From an optimization exercise on the open Yosys and OpenROAD flow, aimed at small area; shortcuts taken in it are not production practice.
At most, simulation tests tie the RTL to the original design; equivalence was not proved.
Only the layout flow was run in runs 2 and 3; the RTL was not checked for function there.
Power and IR drop assume default switching activity.

--- config.mk ---
export PLATFORM = sky130hd
export DESIGN_NAME = rgbi_capture
export DESIGN_NICKNAME = rgbi_capture
export VERILOG_FILES = /design/flow/design.v
export SDC_FILE = /design/flow/constraint.sdc
export NUM_CORES = 4
export LEC_CHECK = 0
export CAP_MARGIN = 20
export CORE_MARGIN = 2
export CORE_UTILIZATION = 40
export SLEW_MARGIN = 20
--- constraint.sdc ---
create_clock -name core_clock -period 10.0 [get_ports {clk}]
set_input_delay 2.0000 -clock core_clock [delete_from_list [all_inputs] [get_ports {clk}]]
set_output_delay 2.0000 -clock core_clock [all_outputs]
set_load 0.01 [all_outputs]
--- design.v ---
module rgbi_capture (
    input  wire         clk,
    input  wire         rst,
    input  wire         cmd_valid,
    input  wire [31:0]  cmd_word,
    output reg          resp_valid,
    output reg  [31:0]  resp_word,
    input  wire [26:0]  sys_clk_hz,
    input  wire         csync,
    input  wire         pclk,
    input  wire [3:0]   rgbi,
    output reg          row_we,
    output wire [7:0]   row_idx,
    output reg  [255:0] row_data,
    output reg          frame_done,
    output reg  [31:0]  frame_count,
    output wire         cap_running,
    output wire         in_frame
);
    localparam [4:0] OP_START      = 5'h03;
    localparam [4:0] OP_STOP       = 5'h04;
    localparam [4:0] OP_SET_FREQ   = 5'h05;
    localparam [4:0] OP_SET_DIV    = 5'h06;
    localparam [4:0] OP_SET_SHX    = 5'h07;
    localparam [4:0] OP_SET_SHY    = 5'h08;
    localparam [4:0] OP_SET_DELAY  = 5'h09;
    localparam [4:0] OP_SET_SYNC   = 5'h0A;
    localparam [4:0] OP_SET_INV    = 5'h0B;
    localparam [4:0] OP_GET_FCOUNT = 5'h10;
    localparam [4:0] OP_GET_CONFIG = 5'h17;
    localparam [4:0] OP_GET_STATUS = 5'h18;
    localparam [3:0] R_ZERO   = 4'd0;
    localparam [3:0] R_FREQ   = 4'd2;
    localparam [3:0] R_NDIV   = 4'd3;
    localparam [3:0] R_SHX    = 4'd4;
    localparam [3:0] R_SHY    = 4'd5;
    localparam [3:0] R_DELAY  = 4'd6;
    localparam [3:0] R_SRC    = 4'd7;
    localparam [3:0] R_INV    = 4'd9;
    localparam [3:0] R_FCOUNT = 4'd10;
    localparam [3:0] R_STATUS = 4'd11;
    localparam [3:0] R_ONES   = 4'd12;
    reg [24:0] cfg_freq;
    reg [7:0]  cfg_ndiv;
    reg [9:0]  cfg_shx;
    reg [9:0]  cfg_shy;
    reg [9:0]  cfg_delay;
    reg        cfg_src;
    reg [4:0]  cfg_inv;
    reg [26:0] cap_sysclk;
    reg [3:0]  inv_col;
    reg        cap_run;
    reg        cap_state;
    reg        prev_act;
    reg [4:0]  plen;         
    reg        vs_fired;
    reg        vs_armed;
    reg [10:0] ycnt;         
    reg        anc;
    reg        prev_pclk;
    reg [9:0]  wcnt;         
    reg [26:0] err;          
    reg [10:0] xcnt;         
    reg [3:0]  rsel;
    wire act   = (csync == cfg_inv[4]);
    wire lead  = act & ~prev_act;
    wire trail = ~act & prev_act;
    wire ptran = pclk ^ prev_pclk;
    wire plen_max = &plen;
    wire vs_detect = act & ~lead & (&plen[4:1]) & ~vs_fired;
    wire armed_t   = vs_armed | (trail & ~plen_max);
    wire boundary  = vs_detect & (~cap_state | armed_t);
    wire complete  = boundary & cap_state;
    wire anc_b     = (lead | anc) & ~boundary;
    wire [9:0]  wcnt_l = lead ? cfg_delay : wcnt;
    wire        w_zero = (wcnt_l == 10'd0);
    wire [26:0] err_l  = lead ? 27'd0 : err;
    wire        lt_f   = (err_l < {2'b00, cfg_freq});
    wire        self_due = w_zero & lt_f;
    wire        ext_zero = (wcnt == 10'd0);
    wire        ext_hit  = ptran & ~lead & ext_zero;
    wire        strobe   = anc_b & (cfg_src ? ext_hit : self_due);
    wire        ext_ev = ptran & ~lead & anc;
    wire        w_dec  = cfg_src ? ext_ev : ~w_zero;
    wire [9:0]  w_in   = (cfg_src & ext_zero) ? {2'b00, cfg_ndiv} : wcnt_l;
    wire [9:0]  wcnt_n = w_dec ? w_in - 10'd1 : wcnt_l;
    wire [26:0] err_n  = w_zero ? (err_l + (lt_f ? cap_sysclk : 27'd0) - {2'b00, cfg_freq})
                                : 27'd0;
    wire [10:0] xcnt_l = lead ? {1'b1, ~cfg_shx} : xcnt;
    wire        x_sat  = ~xcnt_l[10] & ((|xcnt_l[9:6]) | (&xcnt_l[5:0]));
    wire [10:0] xcnt_n = (strobe & ~x_sat) ? xcnt_l + 11'd1 : xcnt_l;
    wire        y_lo   = ~ycnt[10] & ~ycnt[9] & ~ycnt[8] & ~(&ycnt[7:4]);   
    wire        y_sat  = ~ycnt[10] & ~y_lo;
    wire        commit = strobe & ~lead & (xcnt == 11'd62) & cap_state & y_lo;
    wire [3:0]  pix = rgbi ^ inv_col;
    wire [4:0]  op  = cmd_word[31:27];
    wire [26:0] arg = cmd_word[26:0];
    wire [24:0] v_freq  = (arg < 27'd1000000)  ? 25'd1000000 :
                          (arg > 27'd20000000) ? 25'd20000000 : arg[24:0];
    wire [7:0]  v_ndiv  = (|arg[26:8]) ? 8'd255 : (arg[7:0] == 8'd0) ? 8'd1 : arg[7:0];
    wire [9:0]  v_shx   = (|arg[26:10]) ? 10'h3FF : arg[9:0];
    wire        v_src   = |arg;
    wire set_freq  = cmd_valid & (op == OP_SET_FREQ);
    wire set_ndiv  = cmd_valid & (op == OP_SET_DIV);
    wire set_shx   = cmd_valid & (op == OP_SET_SHX);
    wire set_shy   = cmd_valid & (op == OP_SET_SHY);
    wire set_delay = cmd_valid & (op == OP_SET_DELAY);
    wire set_src   = cmd_valid & (op == OP_SET_SYNC);
    wire set_inv   = cmd_valid & (op == OP_SET_INV);
    wire do_start  = cmd_valid & (op == OP_START);
    wire do_stop   = cmd_valid & (op == OP_STOP);
    wire is_set    = set_freq | set_ndiv | set_shx | set_shy | set_delay | set_src;
    wire restart   = do_start | (cap_run & (is_set | (set_inv & (arg[4] != cfg_inv[4]))));
    reg [3:0] rsel_n;
    always @* begin
        case (op)
            OP_SET_FREQ:   rsel_n = R_FREQ;
            OP_SET_DIV:    rsel_n = R_NDIV;
            OP_SET_SHX:    rsel_n = R_SHX;
            OP_SET_SHY:    rsel_n = R_SHY;
            OP_SET_DELAY:  rsel_n = R_DELAY;
            OP_SET_SYNC:   rsel_n = R_SRC;
            OP_SET_INV:    rsel_n = R_INV;
            OP_GET_FCOUNT: rsel_n = R_FCOUNT;
            OP_GET_CONFIG: begin
                case (arg[3:0])
                    4'd2, 4'd3, 4'd4, 4'd5, 4'd6, 4'd7, 4'd9,
                    4'd12, 4'd13, 4'd14, 4'd15:
                             rsel_n = arg[3:0];
                    default: rsel_n = R_ZERO;
                endcase
            end
            OP_GET_STATUS: rsel_n = R_STATUS;
            5'h19, 5'h1A, 5'h1B, 5'h1C, 5'h1D, 5'h1E, 5'h1F:
                           rsel_n = R_ONES;
            default:       rsel_n = R_ZERO;
        endcase
    end
    always @* begin
        case (rsel)
            R_FREQ:   resp_word = {7'd0, cfg_freq};
            R_NDIV:   resp_word = {24'd0, cfg_ndiv};
            R_SHX:    resp_word = {22'd0, cfg_shx};
            R_SHY:    resp_word = {22'd0, cfg_shy};
            R_DELAY:  resp_word = {22'd0, cfg_delay};
            R_SRC:    resp_word = {31'd0, cfg_src};
            R_INV:    resp_word = {27'd0, cfg_inv};
            R_FCOUNT: resp_word = frame_count;
            R_STATUS: resp_word = {28'd0, cap_run & cap_state, 1'b0, cap_run, 1'b0};
            4'd12, 4'd13, 4'd14, 4'd15:
                      resp_word = 32'hFFFFFFFF;
            default:  resp_word = 32'd0;
        endcase
    end
    always @(posedge clk) begin
        if (rst) begin
            cfg_freq    <= 25'd1000000;
            cfg_ndiv    <= 8'd1;
            cfg_shx     <= 10'd0;
            cfg_shy     <= 10'd0;
            cfg_delay   <= 10'd0;
            cfg_src     <= 1'b0;
            cfg_inv     <= 5'd0;
            cap_run     <= 1'b0;
            frame_count <= 32'd0;
            frame_done  <= 1'b0;
            row_we      <= 1'b0;
            resp_valid  <= 1'b0;
        end else begin
            if (set_freq)  cfg_freq  <= v_freq;
            if (set_ndiv)  cfg_ndiv  <= v_ndiv;
            if (set_shx)   cfg_shx   <= v_shx;
            if (set_shy)   cfg_shy   <= v_shx;
            if (set_delay) cfg_delay <= v_shx;
            if (set_src)   cfg_src   <= v_src;
            if (set_inv)   cfg_inv   <= arg[4:0];
            if (cap_run & complete)
                frame_count <= frame_count + 32'd1;
            frame_done <= cap_run & complete;
            row_we     <= cap_run & commit;
            resp_valid <= cmd_valid;
            if (do_stop)
                cap_run <= 1'b0;
            else if (restart)
                cap_run <= 1'b1;
        end
    end
    always @(posedge clk) begin
        rsel      <= rsel_n;
        prev_pclk <= pclk;
        plen      <= lead ? 5'd0 : (act & ~plen_max) ? plen + 5'd1 : plen;
        wcnt      <= wcnt_n;
        err       <= err_n;
        xcnt      <= xcnt_n;
        if (strobe)
            row_data <= {pix, row_data[255:4]};
        if (boundary)
            ycnt <= {1'b1, ~cfg_shy};
        else if (lead & cap_state & ~y_sat)
            ycnt <= ycnt + 11'd1;
        vs_armed <= boundary ? 1'b0 : armed_t;
        if (restart) begin
            cap_sysclk <= sys_clk_hz;
            inv_col    <= set_inv ? arg[3:0] : cfg_inv[3:0];
            cap_state  <= 1'b0;
            prev_act   <= 1'b1;
            vs_fired   <= 1'b1;
            anc        <= 1'b0;
        end else begin
            if (boundary) begin
                inv_col   <= cfg_inv[3:0];
                cap_state <= 1'b1;
            end
            prev_act <= act;
            vs_fired <= (vs_fired & ~lead) | vs_detect;
            anc      <= anc_b;
        end
    end
    assign row_idx     = ycnt[7:0];
    assign cap_running = cap_run;
    assign in_frame    = cap_run & cap_state;
endmodule
--- run.sh ---
#!/bin/bash
# synth_recipe.tcl (not shown) runs the flow's synth.tcl, then flattens the netlist and writes it again
# the make line also repeats each setting of config.mk as NAME=value (left out here)
make -C /OpenROAD-flow-scripts/flow DESIGN_CONFIG=/design/flow/config.mk WORK_HOME=/design/flow/orfs CLKGATE_MAP_FILE= SYNTH_SCRIPT=/design/flow/synth_recipe.tcl finish
==> results.cfg, run 1 <==
[clock_network]
cts.path.max_buffers = 3
numCtsBuffers = 51
cts_root_buf = clkbuf_16
holdBufCountCts = 0
cts-htree-levels = 2
cts-resized-gates = 0
clk_latency_ns = 0.61
cts.sinks = 466
cts_setup_buffers = 0
path_clk_slew_ns = 0.06
cts_tree = built

[logic_synthesis]
synth_top_area_cell = edfxtp_1
avgSynthCellArea_um2 = 11.6
ys.flop_type = edfxtp_1
yosysUniqueCellTypes = 76
synth_common_cells = edfxtp_1 (297), nor2_1 (191), dfxtp_1 (169), nand2_1 (143), inv_1 (112)
syn_inst = 1756
synth_edf_count = 297
synth_seq_area_share = 0.604
netlist_area_mm2 = 0.0204
ys_warn_count = 1
async_flop_share = 0
synth.top_cell.area_share = 0.438
ys_ff_latch = 466
yosysMostFrequentCell = edfxtp_1
syn_nets = 1907
synth_area_leaders = edfxtp_1 (44%), dfxtp_1 (17%), ha_1 (3.6%)

[timing]
setup_viol = 0
drv_slew = 0
holdWs_ns = 0.445
skew_ns = 0.0381
hold_viol_final = 0
final.setup.tns_ns = 0
slew_headroom = 0.303
post-route-period-util = 0.844
worst_pin_slew_ns = 1.05
fmax_ghz = 0.119
rsz0062_at_grt = false
fin_crit_ns = 8.44

[setup_path]
critPathMaxStageDelay_ns = 0.66
path_max_fanout = 17
cp_slowest_cell = xor2_1
critPathLaunchType = input pin
critPathBufInv = 5
critPathKind = input pin to register
worstSetupEndpointType = register
crit_required_ns = 10.43
crit_top_cell = nand2_1
arrival_ns = 8.87
cp_top_family = compound AO/OA/AOI/OAI gates

[routing]
drt-pass1-iter-count = 7
vias = 15100
antenna_left = 0
vias_per_cell = 5.29
drc = 0
wirelength_mm = 60.8
drt-initial-drc-count = 1054
wl_per_cell_um = 21.3

[die]
num_rows = 82
die_w_um = 230
start_util = 0.406
die_h_um = 230
core_mm2 = 0.0502
io_pins = 401
die_area_mm2 = 0.0527

[layout]
drive_gt1_frac = 0.0592
synthToLayoutAreaGrowth_pct = 31.5
fin_cells = 2852
fin_nets = 2288
n_antenna_cell = 0
final_util = 0.533
final_area_mm2 = 0.0268
seq_area_mm2 = 0.0123
multi_input_area_mm2 = 0.00725
nFillCells = 4255

[global_routing]
grtUsageTotal = 0.226
globalRouteOverflowTotal = 0
grt_max_degree = 181
antenna_found_initial = 0
first_global_vias = 14700
grt_pass1_wl_mm = 91.1

[placed_design]
place_congestion = 0.892
placed_cells = 2756
hpwl_mm = 46.0
numPortBuffers = 400
placed_area_mm2 = 0.0250

[power]
vdd_drop_max_mv = 0.149
p_leak_nw = 10.2
p_per_area_mw_per_mm2 = 260

[run_status]
status = no timing/DRC/antenna violations

[hold_path]
hold_class = register to register

[job]
cap_violations = 0
==> flip-flops by register name, indices dropped and copies added, names as in the netlist, 5 cells and up <==
signal,cells
cfg_delay,10
wcnt,10
err,27
row_data,256
cfg_freq,25
plen,5
frame_count,32
ycnt,11
cfg_shy,10
cfg_shx,10
cap_sysclk,27
cfg_inv,5
cfg_ndiv,8
xcnt,11
==> through the flow <==
step	power, mW	setup WS (ns)
after floorplan	4.16	0.674
after global placement	4.95	1.15
after detailed placement	4.98	1.04
final	6.95	1.56
after CTS	6.99	1.63
after global routing	7.36	1.18
==> cells in the final DEF (no fill, tap or decap), drive strengths merged, types with 6 or more instances in the layout <==
cell	netlist	layout
a211oi	43	43
a21o	40	40
a21oi	90	90
a22o	16	16
a311o	6	6
a31oi	12	12
a32oi	13	13
and2	6	6
and3	21	21
buf	27	18
bufinv	0	7
clkbuf	62	68
clkdlybuf4s50	0	399
clkinv	0	18
dfxtp	169	169
edfxtp	297	297
fa	25	25
ha	58	58
inv	112	111
mux2	10	10
mux2i	33	33
nand2	143	143
nand2b	13	13
nand3	34	34
nand4	15	15
nor2	191	191
nor2b	20	20
nor3	52	52
nor4	9	9
o211ai	9	9
o21a	8	8
o21ai	59	59
o31ai	7	7
or3	8	8
xnor2	36	36
xor2	46	46
==> layer usage <==
layer | share of wire | track usage | vias to the layer above
li1 | - | - | 7085
met1 | 0.42 | 0.293 | 7310
met2 | 0.46 | 0.359 | 605
met3 | 0.089 | 0.0687 | 97
met4 | 0.029 | 0.0753 | 0
met5 | 0 | 0 | -
==> cell families (layout without fill, tap and decap cells) <==
logic type	after synthesis	count (layout)	share of synthesized area
xor+xnor	82	82	0.0353
mux	43	43	0.0218
flops	466	466	0.604
simple gates	538	538	0.125
buf+inv	201	625	0.0403
compound gates	343	343	0.114
fa+ha+maj	83	83	0.0602
==> power breakdown <==
part	internal [mW]	total (mW)	switching (mW)
clock	1.20	1.98	0.786
combinational	1.01	2.36	1.35
sequential	2.45	2.60	0.153
==> worst paths after layout <==
kind / slack (ns) / cells past startpoint / start / to
worst min register to register: 0.44 / 0 / row_data[148] / row_data[144]
worst max-delay path: 1.56 / 25 / csync / err[24]
worst min-delay path: 0.44 / 0 / row_data[148] / row_data[144]
worst max register to register: 2.85 / 24 / cfg_inv[4] / err[24]
==> layout make-up <==
cell class	instances	area share
Tap cell	672	0.0314
Clock inverter	28	0.0132
Inverter	112	0.0158
Clock buffer	68	0.0539
Timing Repair Buffer	417	0.155
Sequential cell	466	0.460
Multi-Input combinational cell	1089	0.271
==> inputs of run 2 (changes only) <==
--- a/design.v
+++ b/design.v
@@ -59,7 +59,7 @@
     reg        anc;
     reg        prev_pclk;
     reg [9:0]  wcnt;         
-    reg [26:0] err;          
+    reg [27:0] err;          
     reg [10:0] xcnt;         
     reg [3:0]  rsel;
     wire act   = (csync == cfg_inv[4]);
@@ -74,8 +74,8 @@
     wire anc_b     = (lead | anc) & ~boundary;
     wire [9:0]  wcnt_l = lead ? cfg_delay : wcnt;
     wire        w_zero = (wcnt_l == 10'd0);
-    wire [26:0] err_l  = lead ? 27'd0 : err;
-    wire        lt_f   = (err_l < {2'b00, cfg_freq});
+    wire [27:0] err_l  = lead ? {3'b111, ~cfg_freq} : err;
+    wire        lt_f   = lead | (err[27] & ~(&err));    
     wire        self_due = w_zero & lt_f;
     wire        ext_zero = (wcnt == 10'd0);
     wire        ext_hit  = ptran & ~lead & ext_zero;
@@ -83,16 +83,51 @@
     wire        ext_ev = ptran & ~lead & anc;
     wire        w_dec  = cfg_src ? ext_ev : ~w_zero;
     wire [9:0]  w_in   = (cfg_src & ext_zero) ? {2'b00, cfg_ndiv} : wcnt_l;
-    wire [9:0]  wcnt_n = w_dec ? w_in - 10'd1 : wcnt_l;
-    wire [26:0] err_n  = w_zero ? (err_l + (lt_f ? cap_sysclk : 27'd0) - {2'b00, cfg_freq})
-                                : 27'd0;
+    wire [9:0]  w_bor;
+    assign w_bor[0] = 1'b1;
+    genvar gi;
+    generate for (gi = 1; gi < 10; gi = gi + 1) begin : g_wdec
+        assign w_bor[gi] = w_bor[gi-1] & ~w_in[gi-1];
+    end endgenerate
+    wire [9:0]  wcnt_n = w_dec ? (w_in ^ w_bor) : wcnt_l;
+    wire [27:0] cs_a = err_l;
+    wire [27:0] cs_b = lt_f ? {1'b0, cap_sysclk} : 28'd0;
+    wire [27:0] cs_c = {3'b111, ~cfg_freq};
+    wire [27:0] cs_s = cs_a ^ cs_b ^ cs_c;
+    wire [27:0] cs_k = (cs_a & cs_b) | (cs_a & cs_c) | (cs_b & cs_c);
+    wire [27:0] add_a = cs_s;
+    wire [27:0] add_b = {cs_k[26:0], 1'b1};
+    wire [27:0] err_sum;
+    assign err_sum = add_a + add_b;
+    wire [27:0] err_n  = w_zero ? err_sum : err_l;
     wire [10:0] xcnt_l = lead ? {1'b1, ~cfg_shx} : xcnt;
     wire        x_sat  = ~xcnt_l[10] & ((|xcnt_l[9:6]) | (&xcnt_l[5:0]));
-    wire [10:0] xcnt_n = (strobe & ~x_sat) ? xcnt_l + 11'd1 : xcnt_l;
+    wire [10:0] xcnt_n = (strobe & ~x_sat) ? inc11(xcnt_l) : xcnt_l;
     wire        y_lo   = ~ycnt[10] & ~ycnt[9] & ~ycnt[8] & ~(&ycnt[7:4]);   
     wire        y_sat  = ~ycnt[10] & ~y_lo;
     wire        commit = strobe & ~lead & (xcnt == 11'd62) & cap_state & y_lo;
     wire [3:0]  pix = rgbi ^ inv_col;
+    function [10:0] inc11(input [10:0] v);
+        integer j;
+        reg c;
+        begin
+            c = 1'b1;
+            for (j = 0; j < 11; j = j + 1) begin
+                inc11[j] = v[j] ^ c;
+                c = c & v[j];
+            end
+        end
+    endfunction
+    reg [31:0] fc_inc;
+    integer fj;
+    reg fcc;
+    always @* begin
+        fcc = 1'b1;
+        for (fj = 0; fj < 32; fj = fj + 1) begin
+            fc_inc[fj] = frame_count[fj] ^ fcc;
+            fcc = fcc & frame_count[fj];
+        end
+    end
     wire [4:0]  op  = cmd_word[31:27];
     wire [26:0] arg = cmd_word[26:0];
     wire [24:0] v_freq  = (arg < 27'd1000000)  ? 25'd1000000 :
@@ -175,7 +210,7 @@
             if (set_src)   cfg_src   <= v_src;
             if (set_inv)   cfg_inv   <= arg[4:0];
             if (cap_run & complete)
-                frame_count <= frame_count + 32'd1;
+                frame_count <= fc_inc;
             frame_done <= cap_run & complete;
             row_we     <= cap_run & commit;
             resp_valid <= cmd_valid;
@@ -188,7 +223,7 @@
     always @(posedge clk) begin
         rsel      <= rsel_n;
         prev_pclk <= pclk;
-        plen      <= lead ? 5'd0 : (act & ~plen_max) ? plen + 5'd1 : plen;
+        plen      <= lead ? 5'd0 : (act & ~plen_max) ? (plen ^ {&plen[3:0], &plen[2:0], &plen[1:0], plen[0], 1'b1}) : plen;
         wcnt      <= wcnt_n;
         err       <= err_n;
         xcnt      <= xcnt_n;
@@ -197,7 +232,7 @@
         if (boundary)
             ycnt <= {1'b1, ~cfg_shy};
         else if (lead & cap_state & ~y_sat)
-            ycnt <= ycnt + 11'd1;
+            ycnt <= inc11(ycnt);
         vs_armed <= boundary ? 1'b0 : armed_t;
         if (restart) begin
             cap_sysclk <= sys_clk_hz;
==> flow/run.sh (new file) <==
#!/bin/bash
# Layout flow: the standard ORFS flow, with
#  - port buffers of the smallest buffer cell (buf_1) instead of the
#    default choice, one buffer on every input and output port as before;
#  - clock tree built from smaller clock buffers, without dummy loads.
# Every tool's output goes to the ORFS logs under orfs/logs and the make
# output to flow_make.log in this folder.
set -euo pipefail
CTS="-sink_clustering_enable -repair_clock_nets -dont_use_dummy_load"
CTS="$CTS -buf_list {sky130_fd_sc_hd__clkbuf_4 sky130_fd_sc_hd__clkbuf_8}"
bash standard.sh \
    "BUFFER_PORTS_ARGS=-buffer_cell sky130_fd_sc_hd__buf_1" \
    "CTS_ARGS=$CTS" \
    finish > flow_make.log 2>&1
==> standard.sh (new file) <==
#!/bin/bash
# synth_recipe.tcl (not shown) runs the flow's synth.tcl, then flattens the netlist and writes it again
# the make line also repeats each setting of config.mk as NAME=value (left out here)
make -C /OpenROAD-flow-scripts/flow DESIGN_CONFIG=/design/flow/config.mk WORK_HOME=/design/flow/orfs CLKGATE_MAP_FILE= SYNTH_SCRIPT=/design/flow/synth_recipe.tcl "${@:-finish}"
removed: run.sh
==> run 2 against run 1 <==
Effect of this change: still clean; register-to-register slack improved by 0.83 ns; clock power fell by 29%; flip-flop and latch count rose by 1; clock skew rose by 0.020 ns; combinational power fell by 44%; critical path depth rose by 8; area after synthesis fell by 2.5%; critical path type is now register to register; largest cell class unchanged.
==> results.cfg, run 2 <==
[logic_synthesis]
yosysUniqueCellTypes = 70
synth_top_area_cell = edfxtp_1
ys.flop_type = edfxtp_1
ys_warn_count = 1
netlist_area_mm2 = 0.0198
synth-compound-area-share = 0.108
syn_inst = 1679
synth_mux_area_frac = 0.0262
yosysMostFrequentCell = edfxtp_1
synth_seq_area_share = 0.621
synth-xor-area-share = 0.0141
synth_simple_gate_area_frac = 0.119
syn_nets = 1860
async_flop_share = 0
synth_top_family_by_area = simple AND/OR/NAND/NOR gates
synth_common_cells = edfxtp_1 (297), nand2_1 (247), dfxtp_1 (170), nor2_1 (143), a21oi_1 (110)
ys_ff_latch = 467
synth_area_leaders = edfxtp_1 (45%), dfxtp_1 (17%), ha_1 (5.5%)
synth.top_cell.area_share = 0.450
synth_fa_ha_area_frac = 0.0811
synth_edf_count = 297
avgSynthCellArea_um2 = 11.8

[die]
die_h_um = 227
io_pins = 401
die_area_mm2 = 0.0514
die_w_um = 227
core_mm2 = 0.0490
num_rows = 81
start_util = 0.405

[routing]
wl_per_cell_um = 19.9
drc = 0
vias_per_cell = 5.27
drt-initial-drc-count = 1106
drt-pass1-iter-count = 5
antenna_left = 0
wirelength_mm = 54.9
vias = 14600

[timing]
post-route-period-util = 0.632
setup_viol = 0
hold_viol_final = 0
fin_crit_ns = 6.32
worst_pin_slew_ns = 1.13
rsz0062_at_grt = false
slew_headroom = 0.246
holdWs_ns = 0.399
fmax_ghz = 0.158
drv_slew = 0
final.setup.tns_ns = 0
skew_ns = 0.0581

[layout]
top_regs = row_data (256), frame_count (32), err (28)
fin_nets = 2284
final_cell_mix = buf_1 (399), edfxtp_1 (297), nand2_1 (247)
synthToLayoutAreaGrowth_pct = 16.6
n_antenna_cell = 0
drive_gt1_frac = 0.0566
regMostFlops = row_data
nFillCells = 4575
largest_reg_flops = 256
final_common_cell = buf_1

[power]
p_leak_nw = 8.58
p_per_area_mw_per_mm2 = 224
vdd_drop_max_mv = 0.108

[setup_path]
r2r-start = frame_count[0]
timing.critical_path.to = frame_count[31]
timing.rr.end = frame_count[31]
arrival_ns = 6.77
path_max_fanout = 4
crit_top_cell = ha_1
crit_required_ns = 10.45
critPathLaunchType = register
r2r_slack_ns = 3.68
critPathKind = register to register
startpoint = frame_count[0]
reg2regPathDepth = 33
worstSetupEndpointType = register
critPathMaxStageDelay_ns = 0.36
cp_slowest_cell = dfxtp_1

[placed_design]
numPortBuffers = 400
place_congestion = 0.929
hpwl_mm = 40.6

[clock_network]
cts_root_buf = clkbuf_8
cts.sinks = 467
numCtsBuffers = 81
holdBufCountCts = 0
cts.path.max_buffers = 3
cts-htree-levels = 3
cts_setup_buffers = 0
cts_tree = built
path_clk_slew_ns = 0.05
cts-resized-gates = 0
clk_latency_ns = 0.66

[run_status]
status = no timing/DRC/antenna violations

[hold_path]
hold_class = register to register

[global_routing]
grtUsageTotal = 0.209
first_global_vias = 14200
globalRouteOverflowTotal = 0
grt_pass1_wl_mm = 81.5
grt_max_degree = 189
antenna_found_initial = 1

[job]
cap_violations = 0
==> run 2: cell types whose count changed after synthesis, moves of 21 or more <==
cell,previous run,this run
a21oi_1,89,110
inv_1,112,72
a21o_1,40,10
nand2_1,143,247
ha_1,58,87
xor2_1,46,19
nor3_1,49,20
xnor2_1,36,11
nor2_1,191,143
==> run 2: where the power goes <==
part | total [mW] | leakage (nW) | internal [mW] | switching (mW)
registers | 2.47 | 4.11 | 2.34 | 0.135
clock network | 1.40 | 0.582 | 0.711 | 0.685
logic | 1.31 | 3.89 | 0.487 | 0.824
total | 5.18 | 8.58 | 3.53 | 1.64
==> run 2: kinds of logic after synthesis <==
kind of cell,after synthesis
buffers and inverters,148
flip-flops,467
AND/OR/NAND/NOR,534
multiplexers,49
AO/OA/AOI/OAI,337
XOR/XNOR,31
adder cells (fa/ha/maj),113
==> run 2: worst min path at each step <==
stage	startpoint	endpoint	slack, ns	cells after the start
2_1_floorplan	vs_fired	vs_fired	0.43	2
3_3_place_gp	row_data[243]	row_data[239]	0.43	0
3_5_place_dp	row_data[176]	row_data[172]	0.43	0
4_1_cts	row_data[238]	row_data[234]	0.41	0
5_1_grt	row_data[238]	row_data[234]	0.42	0
6_report	row_data[241]	row_data[237]	0.40	0
==> run 2: through the flow <==
stage	worst slack [ns]	area [um2]	std cells	power, mW	utilization
2_1_floorplan	1.75	19800	1679	3.43	-
3_3_place_gp	3.17	22000	2684	3.78	0.449
3_5_place_dp	3.16	22000	2684	3.81	0.450
4_1_cts	3.63	23100	2765	5.23	0.472
5_1_grt	3.32	23100	2765	5.50	0.472
6_report	3.68	23100	2765	5.18	0.472
==> run 2: critical path: cells and delay by family, from the launching register on <==
family | cells | cell delay (ns)
AND/OR/NAND/NOR | 2 | 0.11
XOR/XNOR | 1 | 0.15
flip-flops | 1 | 0.36
adder cells (fa/ha/maj) | 30 | 5.53
==> run 2: final cells by class <==
| type | count | area, um2 | area share |
|---|---|---|---|
| Tap cell | 664 | 831 | 0.0359 |
| Clock buffer | 81 | 1110 | 0.0482 |
| Sequential cell | 467 | 12300 | 0.533 |
| Timing Repair Buffer | 416 | 1640 | 0.0707 |
| Multi-Input combinational cell | 1064 | 6950 | 0.300 |
| Inverter | 73 | 274 | 0.0118 |
==> run 2: per-layer routing <==
metal | track usage | part of all wire
met5 | 0 | 0.00024
met4 | 0.0775 | 0.030
met3 | 0.0673 | 0.094
met2 | 0.338 | 0.46
met1 | 0.261 | 0.41
==> inputs of run 3 (changes only) <==
--- a/design.v
+++ b/design.v
@@ -98,7 +98,7 @@
     wire [27:0] add_a = cs_s;
     wire [27:0] add_b = {cs_k[26:0], 1'b1};
     wire [27:0] err_sum;
-    assign err_sum = add_a + add_b;
+    csel_add #(.W(28)) u_add (.a(add_a), .b(add_b), .s(err_sum));
     wire [27:0] err_n  = w_zero ? err_sum : err_l;
     wire [10:0] xcnt_l = lead ? {1'b1, ~cfg_shx} : xcnt;
     wire        x_sat  = ~xcnt_l[10] & ((|xcnt_l[9:6]) | (&xcnt_l[5:0]));
@@ -255,3 +255,57 @@
     assign cap_running = cap_run;
     assign in_frame    = cap_run & cap_state;
 endmodule
+module csel_add #(parameter W = 28) (
+    input  wire [W-1:0] a,
+    input  wire [W-1:0] b,
+    output wire [W-1:0] s
+);
+    localparam B0 = 10;
+    localparam B1 = 9;
+    localparam B2 = W - B0 - B1;
+    function [B0:0] radd0(input [B0-1:0] x, input [B0-1:0] y, input ci);
+        integer j;
+        reg c;
+        begin
+            c = ci;
+            for (j = 0; j < B0; j = j + 1) begin
+                radd0[j] = x[j] ^ y[j] ^ c;
+                c = (x[j] & y[j]) | (c & (x[j] ^ y[j]));
+            end
+            radd0[B0] = c;
+        end
+    endfunction
+    function [B1:0] radd1(input [B1-1:0] x, input [B1-1:0] y, input ci);
+        integer j;
+        reg c;
+        begin
+            c = ci;
+            for (j = 0; j < B1; j = j + 1) begin
+                radd1[j] = x[j] ^ y[j] ^ c;
+                c = (x[j] & y[j]) | (c & (x[j] ^ y[j]));
+            end
+            radd1[B1] = c;
+        end
+    endfunction
+    function [B2:0] radd2(input [B2-1:0] x, input [B2-1:0] y, input ci);
+        integer j;
+        reg c;
+        begin
+            c = ci;
+            for (j = 0; j < B2; j = j + 1) begin
+                radd2[j] = x[j] ^ y[j] ^ c;
+                c = (x[j] & y[j]) | (c & (x[j] ^ y[j]));
+            end
+            radd2[B2] = c;
+        end
+    endfunction
+    wire [B0:0] r0  = radd0(a[B0-1:0], b[B0-1:0], 1'b0);
+    wire [B1:0] r10 = radd1(a[B0+B1-1:B0], b[B0+B1-1:B0], 1'b0);
+    wire [B1:0] r11 = radd1(a[B0+B1-1:B0], b[B0+B1-1:B0], 1'b1);
+    wire [B2:0] r20 = radd2(a[W-1:B0+B1], b[W-1:B0+B1], 1'b0);
+    wire [B2:0] r21 = radd2(a[W-1:B0+B1], b[W-1:B0+B1], 1'b1);
+    wire        c1  = r0[B0];
+    wire [B1:0] r1  = c1 ? r11 : r10;
+    wire        c2  = r1[B1];
+    assign s = {c2 ? r21[B2-1:0] : r20[B2-1:0], r1[B1-1:0], r0[B0-1:0]};
+endmodule
==> run 3 against run 2 <==
Effect of this change: the layout now fails its checks (setup timing); non-clock buffer count grew 11; sequential power is essentially flat; clock-buffer cell count is the same; design area shrank 1.7%; flip-flop and latch count is the same; setup slack lost 4.4 ns; combinational power shrank about 30%; area after synthesis shrank 2.5%; register-to-register slack lost 3.3 ns; highest routed layer is now met4.
==> results.cfg, run 3 <==
[layout]
top_regs = row_data (256), frame_count (32), err (28)
seq_area_mm2 = 0.0123
regMostFlops = row_data
synthToLayoutAreaGrowth_pct = 17.5
multi_input_area_mm2 = 0.00659
fin_nets = 2106
nFillCells = 4339
final_cell_mix = buf_1 (398), edfxtp_1 (297), nor2_1 (170)
largest_reg_flops = 256
final_area_mm2 = 0.0227
final_common_cell = buf_1
drive_gt1_frac = 0.0931
fin_cells = 2539

[setup_path]
cp_slowest_cell = fa_1
r2r-start = err[21]
worstSetupEndpointType = register
startpoint = csync
timing.rr.end = err[27]
critPathLaunchType = input pin
timing.critical_path.to = err[27]
crit_required_ns = 10.49
critPathMaxStageDelay_ns = 0.53
reg2regPathDepth = 41
critPathKind = input pin to register
path_max_fanout = 6
arrival_ns = 11.18
crit_top_cell = fa_2
r2r_slack_ns = 0.40

[run_status]
status = complete, but fails checks
violations = setup timing

[power]
p_per_area_mw_per_mm2 = 210
power.switching_mw = 1.36
pwr-share-comb = 0.193
power.internal_mw = 3.40
seqPwrFrac = 0.516
p_leak_nw = 8.36
power.share.clock = 0.291
vdd_drop_max_mv = 0.116
switching_share = 0.286

[timing]
worst_pin_slew_ns = 1.09
drv_slew = 0
skew_ns = 0.0875
setup_viol = 4
rsz0062_at_grt = true
post-route-period-util = 1.07
slew_headroom = 0.268
worst_slack_ns = -0.685
hold_viol_final = 0
fin_crit_ns = 10.68
fmax_ghz = 0.0936

[clock_network]
cts_tree = built
cts_root_buf = clkbuf_8
cts.path.max_buffers = 3
path_clk_slew_ns = 0.05
cts-htree-levels = 3
clk_latency_ns = 0.68
cts.sinks = 467
numCtsBuffers = 81

[logic_synthesis]
synth_mux_area_frac = 0.0418
async_flop_share = 0
synth_simple_gate_area_frac = 0.0965
synth_top_family_by_area = simple AND/OR/NAND/NOR gates
syn_nets = 1679
synth_fa_ha_area_frac = 0.0927
synth_top_area_cell = edfxtp_1
ys_ff_latch = 467
synth-compound-area-share = 0.0934
synth_area_leaders = edfxtp_1 (46%), dfxtp_1 (18%), fa_1 (5.1%)
yosysMostFrequentCell = edfxtp_1
ys_warn_count = 2
synth_edf_count = 297
netlist_area_mm2 = 0.0193
ys.flop_type = edfxtp_1
synth.top_cell.area_share = 0.461
synth-xor-area-share = 0.00899
synth_seq_area_share = 0.637
yosysUniqueCellTypes = 71
synth_common_cells = edfxtp_1 (297), nor2_1 (174), dfxtp_1 (170), nand2_1 (125), o21ai_0 (70)
syn_inst = 1497
avgSynthCellArea_um2 = 12.9

[hold_path]
hold_class = register to register

[placed_design]
placed_area_mm2 = 0.0215
numPortBuffers = 400
place_congestion = 0.910
hpwl_mm = 37.0
placed_cells = 2452
place_ws_ns = -1.44

[global_routing]
antenna_found_initial = 2
globalRouteOverflowTotal = 0
grt_pass1_wl_mm = 75.8
grt_max_degree = 145
first_global_vias = 13000
grtUsageTotal = 0.197

[routing]
wirelength_mm = 50.4
wl_per_cell_um = 19.9
drc = 0
drt-pass1-iter-count = 5
vias = 13200
antenna_left = 0
drt-initial-drc-count = 1011
vias_per_cell = 5.18

[die]
io_pins = 401
num_rows = 80
die_area_mm2 = 0.0501
die_h_um = 224
die_w_um = 224
start_util = 0.405
core_mm2 = 0.0477

[job]
cap_violations = 0
[run 3: changes by cell type in the layout (fill, tap and decap cells not counted), sizes merged, moves of 10 or more]
cell and delta:
a21o +10, a21oi -43, buf +12, fa +23, ha -22, inv -19
mux2i +28, nand2 -122, nand3 -11, nand4 -14, nor2 +31
[run 3: kinds of logic (layout without fill, tap and decap cells)]
group	Yosys count	in the layout
AND/OR/NAND/NOR	412	412
adder cells (fa/ha/maj)	114	114
flip-flops	467	467
AO/OA/AOI/OAI	273	273
multiplexers	76	76
buffers and inverters	136	561
other	0	2
XOR/XNOR	19	19
[run 3: worst max-delay path, delay by kind of cell]
kind | cells | cell delay [ns]
adders and majority gates | 25 | 7.88
buffers and inverters | 5 | 0.34
AOI/OAI and AO/OA | 3 | 0.23
and+or+nand+nor | 3 | 0.29
xor gates and xnor gates | 3 | 0.43
[run 3: worst min-delay path by stage]
stage,cells after the start,to,startpoint,slack (ns)
2_1_floorplan,2,vs_armed,vs_armed,0.43
3_3_place_gp,0,row_data[173],row_data[177],0.43
3_5_place_dp,0,row_data[17],row_data[21],0.43
4_1_cts,0,row_data[235],row_data[239],0.41
5_1_grt,0,row_data[198],row_data[202],0.43
6_report,0,row_data[204],row_data[208],0.42
[run 3: per-stage QoR]
| stage | power (mW) | hold slack (ns) | TNS, ns | util |
|---|---|---|---|---|
| finish | 4.76 | 0.416 | -2.08 | 0.476 |
| detailed placement | 3.41 | 0.430 | -6.22 | 0.451 |
| global placement | 3.36 | 0.427 | -5.45 | 0.451 |
| CTS | 4.83 | 0.410 | -1.91 | 0.476 |
| global route | 5.05 | 0.428 | -3.24 | 0.476 |
| floorplan | 3.10 | 0.428 | -4.57 | - |
[run 3: layer usage]
layer	global-route usage	vias up	wire, um
met5	0	-	0
met4	0.0776	0	1710
met3	0.0569	83	4040
met2	0.323	516	23900
met1	0.247	6352	20800
li1	-	6205	-
[run 3: power groups by stage]
stage / sequential, mW / clock [mW] / combinational [mW]
after floorplan: 2.52 / 0 / 0.577
after global placement: 2.48 / 0 / 0.877
after detailed placement: 2.49 / 0 / 0.913
after CTS: 2.46 / 1.45 / 0.926
after global routing: 2.48 / 1.52 / 1.05
final: 2.46 / 1.39 / 0.920
[run 3: layout make-up]
cell class | count | area share
Antenna cell | 2 | 0.000220
Clock buffer | 81 | 0.0490
Inverter | 53 | 0.00875
Multi-Input combinational cell | 894 | 0.290
Sequential cell | 467 | 0.542
Tap cell | 615 | 0.0339
Timing Repair Buffer | 427 | 0.0761
[run 3: repair_timing]
action                                  4_1_cts  5_1_grt
endpoints found under the setup margin        5        5
resized for setup                            10        0
hold endpoints to repair                      0        0
cloned                                        0        0
hold buffers                                  0        0
buffers inserted                              3        1
pin swaps                                     1        0
==> inputs of run 4 (changes only) <==
--- a/design.v
+++ b/design.v
@@ -98,7 +98,18 @@
     wire [27:0] add_a = cs_s;
     wire [27:0] add_b = {cs_k[26:0], 1'b1};
     wire [27:0] err_sum;
-    csel_add #(.W(28)) u_add (.a(add_a), .b(add_b), .s(err_sum));
+    localparam LB = 8;
+    reg  [LB-1:0] lo_s;
+    reg           lo_c;
+    integer li;
+    always @* begin
+        lo_c = 1'b0;
+        for (li = 0; li < LB; li = li + 1) begin
+            lo_s[li] = add_a[li] ^ add_b[li] ^ lo_c;
+            lo_c = (add_a[li] & add_b[li]) | (lo_c & (add_a[li] ^ add_b[li]));
+        end
+    end
+    assign err_sum = {add_a[27:LB] + add_b[27:LB] + {{(27-LB){1'b0}}, lo_c}, lo_s};
     wire [27:0] err_n  = w_zero ? err_sum : err_l;
     wire [10:0] xcnt_l = lead ? {1'b1, ~cfg_shx} : xcnt;
     wire        x_sat  = ~xcnt_l[10] & ((|xcnt_l[9:6]) | (&xcnt_l[5:0]));
@@ -255,57 +266,3 @@
     assign cap_running = cap_run;
     assign in_frame    = cap_run & cap_state;
 endmodule
-module csel_add #(parameter W = 28) (
-    input  wire [W-1:0] a,
-    input  wire [W-1:0] b,
-    output wire [W-1:0] s
-);
-    localparam B0 = 10;
-    localparam B1 = 9;
-    localparam B2 = W - B0 - B1;
-    function [B0:0] radd0(input [B0-1:0] x, input [B0-1:0] y, input ci);
-        integer j;
-        reg c;
-        begin
-            c = ci;
-            for (j = 0; j < B0; j = j + 1) begin
-                radd0[j] = x[j] ^ y[j] ^ c;
-                c = (x[j] & y[j]) | (c & (x[j] ^ y[j]));
-            end
-            radd0[B0] = c;
-        end
-    endfunction
-    function [B1:0] radd1(input [B1-1:0] x, input [B1-1:0] y, input ci);
-        integer j;
-        reg c;
-        begin
-            c = ci;
-            for (j = 0; j < B1; j = j + 1) begin
-                radd1[j] = x[j] ^ y[j] ^ c;
-                c = (x[j] & y[j]) | (c & (x[j] ^ y[j]));
-            end
-            radd1[B1] = c;
-        end
-    endfunction
-    function [B2:0] radd2(input [B2-1:0] x, input [B2-1:0] y, input ci);
-        integer j;
-        reg c;
-        begin
-            c = ci;
-            for (j = 0; j < B2; j = j + 1) begin
-                radd2[j] = x[j] ^ y[j] ^ c;
-                c = (x[j] & y[j]) | (c & (x[j] ^ y[j]));
-            end
-            radd2[B2] = c;
-        end
-    endfunction
-    wire [B0:0] r0  = radd0(a[B0-1:0], b[B0-1:0], 1'b0);
-    wire [B1:0] r10 = radd1(a[B0+B1-1:B0], b[B0+B1-1:B0], 1'b0);
-    wire [B1:0] r11 = radd1(a[B0+B1-1:B0], b[B0+B1-1:B0], 1'b1);
-    wire [B2:0] r20 = radd2(a[W-1:B0+B1], b[W-1:B0+B1], 1'b0);
-    wire [B2:0] r21 = radd2(a[W-1:B0+B1], b[W-1:B0+B1], 1'b1);
-    wire        c1  = r0[B0];
-    wire [B1:0] r1  = c1 ? r11 : r10;
-    wire        c2  = r1[B1];
-    assign s = {c2 ? r21[B2-1:0] : r20[B2-1:0], r1[B1-1:0], r0[B0-1:0]};
-endmodule
==> flow/run.sh (replaced) <==
#!/bin/bash
# Layout flow: the standard ORFS flow (standard.sh, unchanged synthesis,
# floorplan, power grid, placement, routing), with two settings changed:
#  - each input and output port gets a buffer of the smallest buffer cell
#    (sky130_fd_sc_hd__buf_1) instead of the default choice;
#  - the clock tree is built from clkbuf_4 cells in clusters of at most
#    10 sinks, without dummy loads.
# make's output goes to flow_make.log in this folder; each ORFS step
# writes its own full log under orfs/logs/.
set -euo pipefail
CTS="-sink_clustering_enable -repair_clock_nets -dont_use_dummy_load"
CTS="$CTS -buf_list {sky130_fd_sc_hd__clkbuf_4}"
CTS="$CTS -sink_clustering_size 10 -sink_clustering_max_diameter 40"
bash standard.sh \
    "BUFFER_PORTS_ARGS=-buffer_cell sky130_fd_sc_hd__buf_1" \
    "CTS_ARGS=$CTS" \
    finish > flow_make.log 2>&1
==> run 4 against run 3 <==
Effect of this change: the run now finishes clean; largest cell class unchanged; synthesized cell count increased by 8.8%; cell count grew 5.1%; clock power is 28% lower; non-clock buffer count down 12; critical endpoint is now err[26]; die area increased by 1.0%; sequential share of layout area is 1.1 points higher.
==> results.cfg, run 4 <==
[layout]
largest_reg_flops = 256
top_regs = row_data (256), frame_count (32), err (28)
multi_input_area_mm2 = 0.00669
nFillCells = 4554
final_cell_mix = buf_1 (399), edfxtp_1 (297), nand2_1 (197)
fin_nets = 2224
regMostFlops = row_data
final_common_cell = buf_1
fin_cells = 2668
synthToLayoutAreaGrowth_pct = 13.9
drive_gt1_frac = 0.0632
seq_area_mm2 = 0.0123

[setup_path]
cp_top_family = adder cells
r2r_slack_ns = 3.01
crit_path_cell_trace = buf_1 > xor2_1 > or2_2 > nor2_1 > a21oi_1 > fa_1 > fa_1 > fa_1 > inv_1 > fa_1 > fa_1 > fa_1 > fa_1 > inv_1 > fa_1 > fa_1 > fa_1 > nor2b_1 > o21ai_0 > a21o_1 > a21oi_1 > a21oi_1 > or3_1 > a31oi_1
timing.critical_path.to = err[26]
crit_cells = 24
startpoint = csync
critPathLaunchType = input pin
crit_top_cell = fa_1
worstSetupEndpointType = register
critPathKind = input pin to register
reg2regPathDepth = 23
critPathBufInv = 3
timing.rr.end = err[26]
arrival_ns = 8.47
cp_slowest_cell = xor2_1
path_max_fanout = 31
crit_required_ns = 10.73
r2r-start = cfg_inv[4]
critPathMaxStageDelay_ns = 0.63

[global_routing]
grt_pass1_wl_mm = 78.2
globalRouteOverflowTotal = 0
first_global_vias = 13600
antenna_found_initial = 2
grtUsageTotal = 0.201
grt_max_degree = 189

[logic_synthesis]
ys.flop_type = edfxtp_1
syn_inst = 1629
synth_common_cells = edfxtp_1 (297), nand2_1 (197), dfxtp_1 (170), nor2_1 (158), a21oi_1 (139)
async_flop_share = 0
synth_seq_area_share = 0.630
netlist_area_mm2 = 0.0195
synth_area_leaders = edfxtp_1 (46%), dfxtp_1 (17%), ha_1 (5.1%)
avgSynthCellArea_um2 = 12.0
ys_warn_count = 1
yosysUniqueCellTypes = 69
ys_ff_latch = 467
synth.top_cell.area_share = 0.456
synth_top_area_cell = edfxtp_1
syn_nets = 1810
yosysMostFrequentCell = edfxtp_1
synth_edf_count = 297

[timing]
final.setup.tns_ns = 0
drv_slew = 0
setup_viol = 0
skew_ns = 0.131
hold_viol_final = 0
worst_pin_slew_ns = 1.13
fin_crit_ns = 7.74
post-route-period-util = 0.774
fmax_ghz = 0.129
slew_headroom = 0.249
holdWs_ns = 0.368
rsz0062_at_grt = false

[hold_path]
hold_class = register to register

[placed_design]
placed_cells = 2584
hpwl_mm = 37.6
numPortBuffers = 400
place_congestion = 0.915

[power]
power.switching_mw = 1.52
pwr-share-comb = 0.259
p_per_area_mw_per_mm2 = 210
p_total_mw = 4.68
power.internal_mw = 3.16
switching_share = 0.325
vdd_drop_max_mv = 0.105
p_leak_nw = 8.13
power.share.clock = 0.212
seqPwrFrac = 0.528

[clock_network]
cts_tree = built
cts.path.max_buffers = 3
cts-htree-levels = 3
cts_root_buf = clkbuf_4
cts_setup_buffers = 0
cts.sinks = 467
cts-resized-gates = 0
holdBufCountCts = 0
numCtsBuffers = 79
path_clk_slew_ns = 0.09
clk_latency_ns = 0.85

[die]
die_area_mm2 = 0.0506
die_w_um = 225
start_util = 0.403
num_rows = 81
core_mm2 = 0.0485
io_pins = 401
die_h_um = 225

[routing]
vias_per_cell = 5.28
antenna_left = 0
drt-initial-drc-count = 965
wirelength_mm = 51.6
drc = 0
wl_per_cell_um = 19.3
drt-pass1-iter-count = 5
vias = 14100

[job]
cap_violations = 0

[run_status]
status = no timing/DRC/antenna violations
==> run 4: changes by cell type after synthesis, moves of 12 or more <==
cell / delta
nand2_1: +72
a21oi_1: +71
mux2i_1: -21
a22o_1: -16
nor2_1: -16
fa_1: -15
ha_1: +14
a21o_1: -13
mux2_2: +12
==> run 4: layer usage <==
| metal | vias to the layer above | part of all wire | global-route usage |
|---|---|---|---|
| li1 | 6664 | - | - |
| met5 | - | 0 | 0 |
| met3 | 125 | 0.089 | 0.0605 |
| met4 | 0 | 0.041 | 0.0919 |
| met1 | 6694 | 0.40 | 0.247 |
| met2 | 593 | 0.47 | 0.324 |
==> run 4: final cells by class <==
cell class | instances | share of cell area
sequential | 467 | 0.554
multi-input combinational | 1018 | 0.301
timing repair buffer | 415 | 0.0731
tap | 622 | 0.0350
clock buffer | 79 | 0.0266
inverter | 62 | 0.0105
antenna | 5 | 0.000562
==> run 4: worst min-delay path by stage <==
stage                             start            end  slack, ns  depth (start not counted)
after global placement    row_data[111]  row_data[107]       0.43                          0
final                     row_data[227]  row_data[223]       0.37                          0
after detailed placement  row_data[137]  row_data[133]       0.43                          0
after global routing       row_data[53]   row_data[49]       0.38                          0
after CTS                  row_data[53]   row_data[49]       0.38                          0
after floorplan                vs_fired       vs_fired       0.43                          2
==> run 4: stage by stage <==
step                area, um2   util  worst slack (ns)
floorplan               19600      -              2.30
global placement        21600  0.446              1.55
detailed placement      21600  0.446              1.43
CTS                     22200  0.458              2.33
global route            22300  0.458              1.85
finish                  22300  0.458              2.26
==> run 4: power groups by stage <==
stage / sequential [mW] / clock (mW) / combinational [mW]
3_3_place_gp: 2.51 / 0 / 1.18
5_1_grt: 2.50 / 1.11 / 1.39
6_report: 2.47 / 0.994 / 1.21
2_1_floorplan: 2.54 / 0 / 0.824
3_5_place_dp: 2.51 / 0 / 1.21
4_1_cts: 2.47 / 1.05 / 1.22
==> run 4: logic make-up (layout without fill, tap and decap cells) <==
group                    after synthesis  count (layout)  synth area share
AO/OA/AOI/OAI                        332             332             0.101
XOR/XNOR                              28              28            0.0125
adder cells (fa/ha/maj)              113             113            0.0854
buffers and inverters                144             556            0.0296
flip-flops                           467             467             0.630
multiplexers                          59              59            0.0314
other                                  0               5                 0
AND/OR/NAND/NOR                      486             486             0.109
==> inputs of run 5 (changes only) <==
--- a/design.v
+++ b/design.v
@@ -61,7 +61,6 @@
     reg [9:0]  wcnt;         
     reg [27:0] err;          
     reg [10:0] xcnt;         
-    reg [3:0]  rsel;
     wire act   = (csync == cfg_inv[4]);
     wire lead  = act & ~prev_act;
     wire trail = ~act & prev_act;
@@ -182,21 +181,30 @@
             default:       rsel_n = R_ZERO;
         endcase
     end
-    always @* begin
-        case (rsel)
-            R_FREQ:   resp_word = {7'd0, cfg_freq};
-            R_NDIV:   resp_word = {24'd0, cfg_ndiv};
-            R_SHX:    resp_word = {22'd0, cfg_shx};
-            R_SHY:    resp_word = {22'd0, cfg_shy};
-            R_DELAY:  resp_word = {22'd0, cfg_delay};
-            R_SRC:    resp_word = {31'd0, cfg_src};
-            R_INV:    resp_word = {27'd0, cfg_inv};
-            R_FCOUNT: resp_word = frame_count;
-            R_STATUS: resp_word = {28'd0, cap_run & cap_state, 1'b0, cap_run, 1'b0};
-            4'd12, 4'd13, 4'd14, 4'd15:
-                      resp_word = 32'hFFFFFFFF;
-            default:  resp_word = 32'd0;
-        endcase
+    reg [9:0] rq;    
+    always @(posedge clk) begin
+        rq[0] <= (rsel_n == R_FREQ);
+        rq[1] <= (rsel_n == R_NDIV);
+        rq[2] <= (rsel_n == R_SHX);
+        rq[3] <= (rsel_n == R_SHY);
+        rq[4] <= (rsel_n == R_DELAY);
+        rq[5] <= (rsel_n == R_SRC);
+        rq[6] <= (rsel_n == R_INV);
+        rq[7] <= (rsel_n == R_FCOUNT);
+        rq[8] <= (rsel_n == R_STATUS);
+        rq[9] <= rsel_n[3] & rsel_n[2];
+    end
+    always @* begin
+        resp_word = ({32{rq[7]}} & frame_count)
+                  | {32{rq[9]}}
+                  | ({32{rq[0]}} & {7'd0, cfg_freq})
+                  | ({32{rq[1]}} & {24'd0, cfg_ndiv})
+                  | ({32{rq[2]}} & {22'd0, cfg_shx})
+                  | ({32{rq[3]}} & {22'd0, cfg_shy})
+                  | ({32{rq[4]}} & {22'd0, cfg_delay})
+                  | ({32{rq[5]}} & {31'd0, cfg_src})
+                  | ({32{rq[6]}} & {27'd0, cfg_inv})
+                  | ({32{rq[8]}} & {28'd0, cap_run & cap_state, 1'b0, cap_run, 1'b0});
     end
     always @(posedge clk) begin
         if (rst) begin
@@ -232,7 +240,6 @@
         end
     end
     always @(posedge clk) begin
-        rsel      <= rsel_n;
         prev_pclk <= pclk;
         plen      <= lead ? 5'd0 : (act & ~plen_max) ? (plen ^ {&plen[3:0], &plen[2:0], &plen[1:0], plen[0], 1'b1}) : plen;
         wcnt      <= wcnt_n;
==> flow/run.sh (replaced) <==
#!/bin/bash
# Layout flow: the standard ORFS flow (standard.sh, unchanged synthesis,
# floorplan, power grid, placement, routing), with two settings changed:
#  - each input and output port gets a buffer of the smallest buffer cell
#    (sky130_fd_sc_hd__buf_1) instead of the default choice;
#  - the clock tree is built from clkbuf_8 cells in clusters of at most
#    16 sinks, without dummy loads.
# make's output goes to flow_make.log in this folder; each ORFS step
# writes its own full log under orfs/logs/.
set -euo pipefail
CTS="-sink_clustering_enable -repair_clock_nets -dont_use_dummy_load"
CTS="$CTS -buf_list {sky130_fd_sc_hd__clkbuf_8}"
CTS="$CTS -sink_clustering_size 16 -sink_clustering_max_diameter 100"
bash standard.sh \
    "BUFFER_PORTS_ARGS=-buffer_cell sky130_fd_sc_hd__buf_1" \
    "CTS_ARGS=$CTS" \
    finish > flow_make.log 2>&1
==> run 5 against run 4 <==
Effect of this change: sequential share of layout area increased by 1.2 points; clock-buffer cell count decreased by 44; combinational power decreased by 6%; global-route usage increased by 0.32 points; critical path type unchanged; register-to-register slack got worse by 0.02 ns; highest routed layer unchanged; worst hold slack improved by 0.053 ns; synthesized cell count decreased by 4.4%; critical path depth increased by 1.
==> results.cfg, run 5 <==
[hold_path]
hold_class = register to register
whs_path_depth = 0
hold_end = row_data[186]
hold_path.startpoint = row_data[190]

[timing]
setup_viol = 0
worst_pin_slew_ns = 1.19
skew_ns = 0.0482
final.setup.tns_ns = 0
slew_headroom = 0.202
post-route-period-util = 0.776
drv_slew = 0
fmax_ghz = 0.129
rsz0062_at_grt = false
fin_crit_ns = 7.76
hold_viol_final = 0

[clock_network]
cts.path.max_buffers = 3
holdBufCountCts = 0
path_clk_slew_ns = 0.11
cts_tree = built
clk_latency_ns = 0.61
cts-htree-levels = 2
cts.sinks = 473
cts_root_buf = clkbuf_8
cts_setup_buffers = 0
numCtsBuffers = 35
cts-resized-gates = 0

[setup_path]
worstSetupEndpointType = register
timing.rr.end = err[24]
r2r_slack_ns = 2.99
arrival_ns = 8.28
crit_required_ns = 10.52
critPathLaunchType = input pin
reg2regPathDepth = 24
path_max_fanout = 53
critPathKind = input pin to register
r2r-start = err[3]

[layout]
fin_nets = 2116
regMostFlops = row_data
drive_gt1_frac = 0.0404
nFillCells = 4441
seq_area_mm2 = 0.0124
final_util = 0.459
final_cell_mix = buf_1 (399), edfxtp_1 (297), nand2_1 (189)
final_common_cell = buf_1
synthToLayoutAreaGrowth_pct = 13.3
largest_reg_flops = 256
top_regs = row_data (256), frame_count (32), err (28)
multi_input_area_mm2 = 0.00642
n_antenna_cell = 0

[routing]
drc = 0
drt-initial-drc-count = 1116
wl_per_cell_um = 20.9
drt-pass1-iter-count = 5
vias_per_cell = 5.33
vias = 13600
wirelength_mm = 53.2
antenna_left = 0

[power]
p_leak_nw = 8.09
pwr-share-comb = 0.253
power.share.clock = 0.200
power.switching_mw = 1.42
seqPwrFrac = 0.547
power.internal_mw = 3.10
p_per_area_mw_per_mm2 = 206
vdd_drop_max_mv = 0.108
switching_share = 0.315

[logic_synthesis]
synth_top_area_cell = edfxtp_1
synth_area_leaders = edfxtp_1 (46%), dfxtp_1 (18%), ha_1 (5.1%)
synth_seq_area_share = 0.641
synth.top_cell.area_share = 0.460
yosysUniqueCellTypes = 66
synth_edf_count = 297
syn_nets = 1739
ys_ff_latch = 473
synth_common_cells = edfxtp_1 (297), nand2_1 (189), dfxtp_1 (176), nor2_1 (145), a21oi_1 (103)
ys_warn_count = 1
ys.flop_type = edfxtp_1
yosysMostFrequentCell = edfxtp_1
netlist_area_mm2 = 0.0194
async_flop_share = 0
avgSynthCellArea_um2 = 12.5
syn_inst = 1558

[die]
num_rows = 80
core_mm2 = 0.0478
io_pins = 401
die_area_mm2 = 0.0503
die_h_um = 224
start_util = 0.406
die_w_um = 224

[job]
cap_violations = 0

[global_routing]
grt_pass1_wl_mm = 77.9
antenna_found_initial = 0
globalRouteOverflowTotal = 0
grtUsageTotal = 0.204
first_global_vias = 12900
grt_max_degree = 179

[placed_design]
hpwl_mm = 39.5
place_congestion = 0.856
numPortBuffers = 400

[run_status]
status = no timing/DRC/antenna violations
[run 5: changes by cell type after synthesis, sizes merged, moves of 7 or more]
| cell | before | now |
|---|---|---|
| a21oi | 140 | 103 |
| a221o | 0 | 16 |
| nand2 | 197 | 190 |
| nor2 | 160 | 145 |
| nor3 | 31 | 23 |
| o21ai | 82 | 64 |
[run 5: per-stage QoR]
step | power, mW | hold WS, ns | std cells | setup WS (ns) | area [um2]
6_report | 4.52 | 0.421 | 2548 | 2.24 | 22000
5_1_grt | 4.80 | 0.441 | 2548 | 1.75 | 22000
4_1_cts | 4.57 | 0.419 | 2548 | 2.30 | 22000
3_5_place_dp | 3.66 | 0.429 | 2513 | 1.65 | 21500
3_3_place_gp | 3.63 | 0.428 | 2513 | 1.79 | 21500
2_1_floorplan | 3.31 | 0.429 | 1558 | 2.31 | 19400
[run 5: critical path: stages]
cell and delay (ns):
buf_1 0.15, xor2_2 0.33, or2_2 0.24, buf_4 0.46, nor2_1 0.08, a21oi_1 0.23, fa_1 0.49, fa_1 0.46
fa_1 0.38, inv_1 0.08, fa_1 0.19, fa_1 0.19, fa_1 0.18, fa_1 0.17, inv_1 0.05, fa_1 0.37
fa_1 0.42, fa_1 0.42, nor2b_1 0.11, o21ai_0 0.10, a21oi_1 0.31, a31o_2 0.26, a41oi_1 0.19, o21a_1 0.22
nor3b_1 0.18
[run 5: cells by family after synthesis]
| group | share of synthesized area |
|---|---|
| xor gates and xnor gates | 0.0130 |
| muxes | 0.0277 |
| and+or+nand+nor | 0.101 |
| adders and majority gates | 0.0860 |
| buffers and inverters | 0.0286 |
| AOI/OAI and AO/OA | 0.102 |
| DFF | 0.641 |
[run 5: worst max path at each step]
| stage | to | startpoint | cells past startpoint | slack [ns] |
|---|---|---|---|---|
| 3_3_place_gp | err[24] | csync | 25 | 1.79 |
| 3_5_place_dp | err[24] | csync | 25 | 1.65 |
| 6_report | err[24] | csync | 25 | 2.24 |
| 5_1_grt | err[24] | csync | 25 | 1.75 |
| 2_1_floorplan | err[24] | csync | 25 | 2.31 |
| 4_1_cts | err[24] | csync | 25 | 2.30 |
[run 5: power groups by stage]
stage / sequential, mW / clock, mW / combinational (mW)
2_1_floorplan: 2.55 / 0 / 0.769
3_3_place_gp: 2.51 / 0 / 1.11
3_5_place_dp: 2.52 / 0 / 1.14
4_1_cts: 2.48 / 0.949 / 1.14
5_1_grt: 2.50 / 1.01 / 1.29
6_report: 2.48 / 0.905 / 1.14
[run 5: final cells by class]
class | instances | share of cell area
inverter | 61 | 0.0104
sequential | 473 | 0.566
clock buffer | 35 | 0.0219
tap | 615 | 0.0350
multi-input combinational | 948 | 0.292
timing repair buffer | 416 | 0.0744
[run 5: routing by layer]
layer,vias up,GRT usage,wire (um)
met5,-,0,0
met1,6609,0.280,23200
met2,558,0.325,24400
li1,6356,-,-
met4,0,0.0594,1120
met3,64,0.0440,4480
==> inputs of run 6 (changes only) <==
==> flow/run.sh (replaced) <==
#!/bin/bash
# Layout flow: the standard ORFS flow (standard.sh: the standard yosys
# synthesis script, floorplan, power grid, placement, CTS, routing) with
# three settings changed:
#  - synthesis maps the logic with an area-oriented ABC script
#    (flow/abc_area.script) in place of ORFS's abc_speed.script; ORFS's
#    scripts are copied to orfs_scripts/ and only that file is replaced,
#    so the flip-flops and every other synthesis step are unchanged;
#  - each input and output port gets a buffer of the smallest buffer cell
#    (sky130_fd_sc_hd__buf_1) instead of the default choice;
#  - the clock tree is built from clkbuf_8 cells in clusters of at most
#    16 sinks, without dummy loads.
# make's output goes to flow_make.log in this folder; each ORFS step
# writes its own full log under orfs/logs/.
set -euo pipefail
rm -rf orfs_scripts
cp -r "$FLOW_HOME/scripts" orfs_scripts
cp flow/abc_area.script orfs_scripts/abc_speed.script
CTS="-sink_clustering_enable -repair_clock_nets -dont_use_dummy_load"
CTS="$CTS -buf_list {sky130_fd_sc_hd__clkbuf_8}"
CTS="$CTS -sink_clustering_size 16 -sink_clustering_max_diameter 100"
bash standard.sh \
    "SCRIPTS_DIR=$PWD/orfs_scripts" \
    "BUFFER_PORTS_ARGS=-buffer_cell sky130_fd_sc_hd__buf_1" \
    "CTS_ARGS=$CTS" \
    finish > flow_make.log 2>&1
==> flow/abc_area.script (new file) <==
&get -n
&st
&syn3
&dch -f
&nf -R 1000 -p
&st
&syn2
&if -g -K 6
&synch2
&nf -R 1000 -p
&st
&dch -f
&nf -R 1000 -p
&put
==> run 6 against run 5 <==
Effect of this change: total power shrank 3.5%; worst hold slack got worse by 0.0027 ns; register-to-register slack got worse by 0.31 ns; clock skew rose by 0.015 ns; largest cell class unchanged; largest power group unchanged; highest routed layer unchanged.
==> results.cfg, run 6 <==
[logic_synthesis]
synth_edf_count = 297
syn_inst = 1467
synth_common_cells = edfxtp_1 (297), dfxtp_1 (176), nand2_1 (176), nor2_1 (164), a21oi_1 (102)
ys_ff_latch = 473
yosysMostFrequentCell = edfxtp_1
async_flop_share = 0
ys_warn_count = 1
yosysUniqueCellTypes = 50
synth.top_cell.area_share = 0.472
avgSynthCellArea_um2 = 12.9
ys.flop_type = edfxtp_1
synth_area_leaders = edfxtp_1 (47%), dfxtp_1 (19%), ha_1 (5.2%)
syn_nets = 1648
synth_seq_area_share = 0.659
netlist_area_mm2 = 0.0189
synth_top_area_cell = edfxtp_1

[placed_design]
numPortBuffers = 400
placed_cells = 2483
place_congestion = 0.863
hpwl_mm = 38.7

[layout]
synthToLayoutAreaGrowth_pct = 15.4
final_common_cell = buf_1
fin_cells = 2519
top_regs = row_data (256), frame_count (32), err (28)
drive_gt1_frac = 0.0324
nFillCells = 4249
largest_reg_flops = 256
fin_nets = 2094
final_cell_mix = buf_1 (399), edfxtp_1 (297), nand2_1 (176), dfxtp_1 (176), nor2_1 (162)
regMostFlops = row_data

[timing]
fin_crit_ns = 8.35
skew_ns = 0.0637
rsz0062_at_grt = false
worst_pin_slew_ns = 1.15
slew_headroom = 0.233
setup_viol = 0
fmax_ghz = 0.120
hold_viol_final = 0
final.setup.tns_ns = 0
drv_slew = 0
post-route-period-util = 0.835

[die]
core_mm2 = 0.0466
die_w_um = 221
num_rows = 79
die_h_um = 221
io_pins = 401
die_area_mm2 = 0.0490
start_util = 0.406

[clock_network]
path_clk_slew_ns = 0.10
cts.path.max_buffers = 3
clk_latency_ns = 0.61
cts_tree = built
holdBufCountCts = 0
cts.sinks = 473
cts-htree-levels = 2
cts-resized-gates = 0
numCtsBuffers = 35
cts_root_buf = clkbuf_8
cts_setup_buffers = 0

[setup_path]
critPathMaxStageDelay_ns = 0.53
critPathKind = input pin to register
cp_slowest_cell = fa_1
arrival_ns = 8.80
path_max_fanout = 19
critPathLaunchType = input pin
r2r_slack_ns = 2.68
crit_required_ns = 10.45
worstSetupEndpointType = register
crit_top_cell = fa_1

[hold_path]
hold_class = register to register

[routing]
vias = 13300
drc = 0
drt-pass1-iter-count = 8
wirelength_mm = 51.5
drt-initial-drc-count = 1138
antenna_left = 0
wl_per_cell_um = 20.5
vias_per_cell = 5.28

[global_routing]
grt_max_degree = 189
grtUsageTotal = 0.205
first_global_vias = 12800
antenna_found_initial = 0
globalRouteOverflowTotal = 0
grt_pass1_wl_mm = 78.2

[power]
vdd_drop_max_mv = 0.153
p_per_area_mw_per_mm2 = 200
p_leak_nw = 7.64

[job]
cap_violations = 0

[run_status]
status = no timing/DRC/antenna violations
run 6: layout make-up:
class | instances | area, um2 | share of cell area
timing repair buffer | 417 | 1670 | 0.0764
inverter | 59 | 221 | 0.0102
clock buffer | 35 | 482 | 0.0221
sequential | 473 | 12400 | 0.571
antenna | 1 | 2.50 | 0.000115
tap | 607 | 759 | 0.0349
multi-input combinational | 927 | 6220 | 0.285
run 6: logic make-up (layout without fill, tap and decap cells):
family	after synthesis	after routing	share of synthesized area
adders and majority gates	113	113	0.0884
buffers and inverters	67	511	0.0149
AOI/OAI and AO/OA	312	312	0.106
xor gates and xnor gates	26	26	0.0121
and+or+nand+nor	442	442	0.100
muxes	34	34	0.0188
DFF	473	473	0.659
other	0	1	0
run 6: per-stage QoR:
step	power [mW]	hold WS [ns]	cell area, um2	setup slack, ns	utilization
after floorplan	3.19	0.428	18900	0.0761	-
after global placement	3.47	0.430	21300	1.17	0.457
after detailed placement	3.51	0.432	21300	1.03	0.458
after CTS	4.41	0.434	21800	1.66	0.468
after global routing	4.64	0.452	21800	1.04	0.468
final	4.37	0.418	21800	1.65	0.468
run 6: report_power, final:
group	total (mW)	switching, mW	internal (mW)	leakage, nW
registers	2.42	0.115	2.30	4.15
clock network	0.906	0.589	0.317	0.252
logic	1.04	0.629	0.414	3.24
run 6: critical path: cells and delay by family:
kind	cells	cell delay (ns)
buffers and inverters	3	0.22
adders and majority gates	10	3.02
AOI/OAI and AO/OA	11	2.36
and+or+nand+nor	5	0.80
xor gates and xnor gates	2	0.39
run 6: final timing paths:
check	startpoint	endpoint	depth (start not counted)
setup / recovery	csync	err[26]	31
hold / removal	row_data[213]	row_data[209]	0
setup reg to reg	cfg_inv[4]	err[26]	30
hold reg to reg	row_data[213]	row_data[209]	0
run 6: routing by layer:
layer  vias up  GRT usage  part of all wire
met2       472      0.351              0.50
met3        63     0.0378             0.067
met1      6507      0.270              0.42
met5         -          0                 0
li1       6255          -                 -
met4         0     0.0481             0.020

[port drivers added, routing unchanged]
The flow's constraints put no driver on any port. The routed layouts listed below were extracted and timed again, unchanged, in two steps.
Step 1, drivers: a clkbuf_16 drives clk and a buf_2 each remaining input, both assumed.
Step 2 moves the port delays by t, midway between the first and last clock arrival at a register: inputs arrive t later, outputs are due t later. That takes back most of the time a late clock gives input paths.
Slacks: ideal / step 1 / step 2; pairs: ideal / step 1.
run	shift t [ns]	setup slack, ns	worst register clock-pin slew, ns	worst slew at a driven data input, ns
run 1	0.649	1.562 / 1.596 / 0.947	0.06 / 0.06	0.10
run 2	0.680	3.678 / 3.678 / 3.044	0.06 / 0.06	0.09
run 3	0.676	-0.685 / -0.699 / -1.376	0.06 / 0.06	0.08
run 4	0.837	2.257 / 2.252 / 1.415	0.11 / 0.11	0.07
run 5	0.641	2.243 / 2.275 / 1.634	0.11 / 0.11	0.05
run 6	0.631	1.646 / 1.632 / 1.001	0.11 / 0.11	0.08
For run 4, which loses most, drivers alone change the setup slack by -0.005 ns; drivers and shift together by -0.842 ns.
